From an optimization exercise on the open Yosys and OpenROAD flow, aimed at small area, a short achievable clock period and few clock cycles; shortcuts taken in it are not production practice.

## sbtp_framer
module sbtp_framer (
    input  wire       clk,
    input  wire       rst,
    input  wire       tx_in_valid,
    output wire       tx_in_ready,
    input  wire [7:0] tx_in_data,
    input  wire       tx_in_last,
    input  wire       tx_in_empty,
    output wire       tx_out_valid,
    input  wire       tx_out_ready,
    input  wire       tx_out_err,
    output wire [7:0] tx_out_data,
    output wire       tx_done,
    output wire [1:0] tx_status,
    input  wire       rx_in_valid,
    output wire       rx_in_ready,
    input  wire [7:0] rx_in_data,
    input  wire       rx_in_err,
    output wire       rx_res_valid,
    output wire [1:0] rx_res_status,
    output wire [7:0] rx_res_len,
    output wire       rx_out_valid,
    input  wire       rx_out_ready,
    output wire [7:0] rx_out_data,
    output wire       rx_out_last
);
==> flow/config.mk <==
export PLATFORM = sky130hd
export DESIGN_NAME = sbtp_framer
export DESIGN_NICKNAME = sbtp_framer
export VERILOG_FILES = /design/flow/design.v
export SDC_FILE = /design/flow/constraint.sdc
export NUM_CORES = 4
export LEC_CHECK = 0
export CAP_MARGIN = 20
export CORE_MARGIN = 2
export CORE_UTILIZATION = 55
export CTS_CLUSTER_DIAMETER = 80
export CTS_CLUSTER_SIZE = 30
export PLACE_DENSITY = 0.7
export SETUP_SLACK_MARGIN = 5.0
export SLEW_MARGIN = 20
==> flow/constraint.sdc <==
create_clock -name core_clock -period 8.0 [get_ports {clk}]
set_input_delay 1.6000 -clock core_clock [delete_from_list [all_inputs] [get_ports {clk}]]
set_output_delay 1.6000 -clock core_clock [all_outputs]
set_load 0.01 [all_outputs]
run.sh (not shown) runs the stock make flow with config.mk's settings and CLKGATE_MAP_FILE= SYNTH_SCRIPT=/design/flow/synth_recipe.tcl, a recipe that flattens the netlist after the stock synthesis.
The starting point finished clean.
Change:
--- a/flow/design.v
+++ b/flow/design.v
@@ -167,48 +167,57 @@
             end
             if (w_push) begin
                 q_len[q_wp[QB-1:0]]   <= w_plen;
                 q_ovf[q_wp[QB-1:0]]   <= w_pov;
                 q_wp <= q_wp + 1'b1;
             end
         end
     end
     reg  [7:0] rstage;               
     reg  [FB:0] f_cnt;
+    reg        t_v;                  
+    reg  [7:0] t_d;
     wire [8:0] lim9    = in_frame ? cur_start9 : wr9;
     wire       f_space = (f_cnt < (1 << FB));
+    wire       t_move  = t_v && f_space;
     wire       at_tap  = (rstage[2:0] == 3'd0);
-    wire       r_take  = at_tap && f_space && (rd9 != lim9);
+    wire       r_take  = at_tap && (!t_v || f_space) && (rd9 != lim9);
     always @(*) tap = rstage[7:3];
     always @(posedge clk) begin
         if (rst) begin
             rd9 <= 9'd0;
             rstage <= 8'd255;
+            t_v <= 1'b0;
         end else begin
             if (r_take) rd9 <= rd9 + 9'd1;
             else rstage <= rstage + 8'd1;
+            if (r_take) t_v <= 1'b1;
+            else if (t_move) t_v <= 1'b0;
         end
     end
+    always @(posedge clk) begin
+        if (r_take) t_d <= tap_data;
+    end
     reg  [8:0] f_mem [0:(1<<FB)-1];
     reg  [FB-1:0] f_wp, f_rp;
     wire       f_pop;
-    wire       tap_ctrl = (tap_data == 8'h55) || (tap_data == 8'hAA) || (tap_data == 8'h5A);
+    wire       t_ctrl = (t_d == 8'h55) || (t_d == 8'hAA) || (t_d == 8'h5A);
     always @(posedge clk) begin
-        if (r_take) f_mem[f_wp] <= {tap_ctrl, tap_data};
+        if (t_move) f_mem[f_wp] <= {t_ctrl, t_d};
     end
     always @(posedge clk) begin
         if (rst) begin
             f_wp <= 0; f_rp <= 0; f_cnt <= 0;
         end else begin
-            if (r_take) f_wp <= f_wp + 1'b1;
+            if (t_move) f_wp <= f_wp + 1'b1;
             if (f_pop) f_rp <= f_rp + 1'b1;
-            case ({r_take, f_pop})
+            case ({t_move, f_pop})
                 2'b10:   f_cnt <= f_cnt + 1'b1;
                 2'b01:   f_cnt <= f_cnt - 1'b1;
                 default: ;
             endcase
         end
     end
     wire       f_ne   = (f_cnt != 0);
     wire [7:0] f_head = f_mem[f_rp][7:0];
     wire       f_ctrl = f_mem[f_rp][8];
     localparam [2:0] S_IDLE = 3'd0, S_LEN = 3'd1, S_DATA = 3'd2,
@@ -384,23 +393,24 @@
             end
         end
     end
     reg  [7:0] wph;
     reg  [8:0] wr9;
     reg  [8:0] rd9;
     reg  [8:0] cur_start9;
     localparam PB = 4;               
     reg  [7:0] wdist;                
     wire       wen;
-    reg  [4:0] tap;
+    localparam TB = 4;               
+    reg  [7-TB:0] tap;
     wire [7:0] tap_data;
-    sbtp_ring #(.PB(PB)) u_ring (.clk(clk), .we(wen), .wdata(hd), .wport(wdist[7:PB]),
+    sbtp_ring #(.PB(PB), .TB(TB)) u_ring (.clk(clk), .we(wen), .wdata(hd), .wport(wdist[7:PB]),
                                  .tap(tap), .rdata(tap_data));
     wire [8:0] arc     = wr9 - rd9;
     reg        afree;
     wire       can_adv = (wdist[PB-1:0] == 0) && afree;
     reg  [8:0] q_start [0:(1<<QB)-1];
     reg  [7:0] q_len   [0:(1<<QB)-1];
     reg  [QB:0] q_wp, q_rp;
     wire [QB:0] q_used  = q_wp - q_rp;
     wire        q_space = !q_used[QB];
     wire        r_avail = (q_rp != q_wp);
@@ -528,26 +538,26 @@
     reg  [7:0] rstage;
     reg  [7:0] rrem;
     reg        rr1;                  
     reg        u_v, u_l, u_5a, uesc;
     reg  [7:0] u_d;
     reg        ov_sk;                
     wire       u_pref  = !uesc && u_5a;
     wire       u_push  = u_v && !u_pref && !ov_sk;
     wire       u_move  = u_v && (u_pref || !ov_sk);
     wire [7:0] u_byte  = uesc ? (u_d ^ 8'h42) : u_d;
-    wire       at_tap  = (rstage[2:0] == 3'd0);
+    wire       at_tap  = (rstage[TB-1:0] == 0);
     wire       r_take  = ractive && at_tap && (!u_v || u_move);
     wire       r_fin   = r_take && rr1;
     wire       r_load  = r_avail && (!ractive || r_fin);
     wire [QB-1:0] rpi  = q_rp[QB-1:0];
-    always @(*) tap = rstage[7:3];
+    always @(*) tap = rstage[7:TB];
     always @(posedge clk) begin
         if (rst) begin
             ractive <= 1'b0;
             rd9 <= 9'd0;
             rstage <= 8'd0;
             rrem <= 8'd0;
             rr1 <= 1'b0;
             q_rp <= 0;
             u_v <= 1'b0;
             uesc <= 1'b0;
@@ -654,35 +664,36 @@
         .res_valid  (rx_res_valid),
         .res_status (rx_res_status),
         .res_len    (rx_res_len),
         .out_valid  (rx_out_valid),
         .out_ready  (rx_out_ready),
         .out_data   (rx_out_data),
         .out_last   (rx_out_last)
     );
 endmodule
 module sbtp_ring #(
-    parameter PB = 4
+    parameter PB = 4,
+    parameter TB = 3
 ) (
     input  wire        clk,
     input  wire        we,
     input  wire [7:0]  wdata,
     input  wire [7-PB:0] wport,   
-    input  wire [4:0]  tap,       
+    input  wire [7-TB:0] tap,     
     output wire [7:0]  rdata
 );
     reg  [2047:0] r;
     wire [2047:0] prev = {r[2039:0], r[2047:2040]};
     genvar s;
     generate
         for (s = 0; s < 256; s = s + 1) begin : g_stage
             if ((s % (1 << PB)) == 0) begin : g_port
                 always @(posedge clk)
                     r[s*8 +: 8] <= (we && (wport == (s >> PB))) ? wdata : prev[s*8 +: 8];
             end else begin : g_shift
                 always @(posedge clk)
                     r[s*8 +: 8] <= prev[s*8 +: 8];
             end
         end
     endgenerate
-    assign rdata = r[{tap, 6'd0} +: 8];
+    assign rdata = r[{tap, {TB{1'b0}}, 3'd0} +: 8];
 endmodule
Result: The new run finished clean. First-iteration DRC count came out lower by 4.5%. Core utilization drops by 0.56 points. Non-clock buffer count drops by 69. Area after synthesis is lower by 0.48%. Register-to-register slack improved by 40 ps. Wire length fell by 4.4%. Global-route usage fell by 0.63 points. Hold slack gets worse by 44 ps. Critical path depth is lower by 2. Cell count falls by 0.58%.
No run of this note included a check of the RTL's function; only the layout flow was run.

==> what the ideal ports hide <==
In the flow no input, the clock included, has a driving cell. The finished layouts below were timed again as built, in two steps.
Step 1 (the two cells are an assumption about what drives the block):
set clk [get_ports {clk}]
set_driving_cell -lib_cell sky130_fd_sc_hd__clkbuf_16 $clk
set_driving_cell -lib_cell sky130_fd_sc_hd__buf_2 [delete_from_list [all_inputs] $clk]
Step 2 also shifts input and output timing later by t, the mid clock arrival at the registers, as if the neighbouring blocks saw the same clock.
Three values: no drivers, after step 1, after step 2; two values: the first two.
| run | shift t [ns] | setup slack, ns | worst setup path at the end | latest minus earliest clock arrival (ns) | pins driven straight from the clock port |
|---|---|---|---|---|---|
| the first run | 0.925 | 4.839 / 4.839 / 4.079 | input to register | 0.042 / 0.043 | 1 |
| the second run | 0.916 | 4.875 / 4.875 / 4.297 | input to register | 0.097 / 0.097 | 1 |
After both steps every run listed still meets setup and hold. For the first run, which loses most, drivers alone change the setup slack by 0.000 ns; drivers and shift together by -0.760 ns.
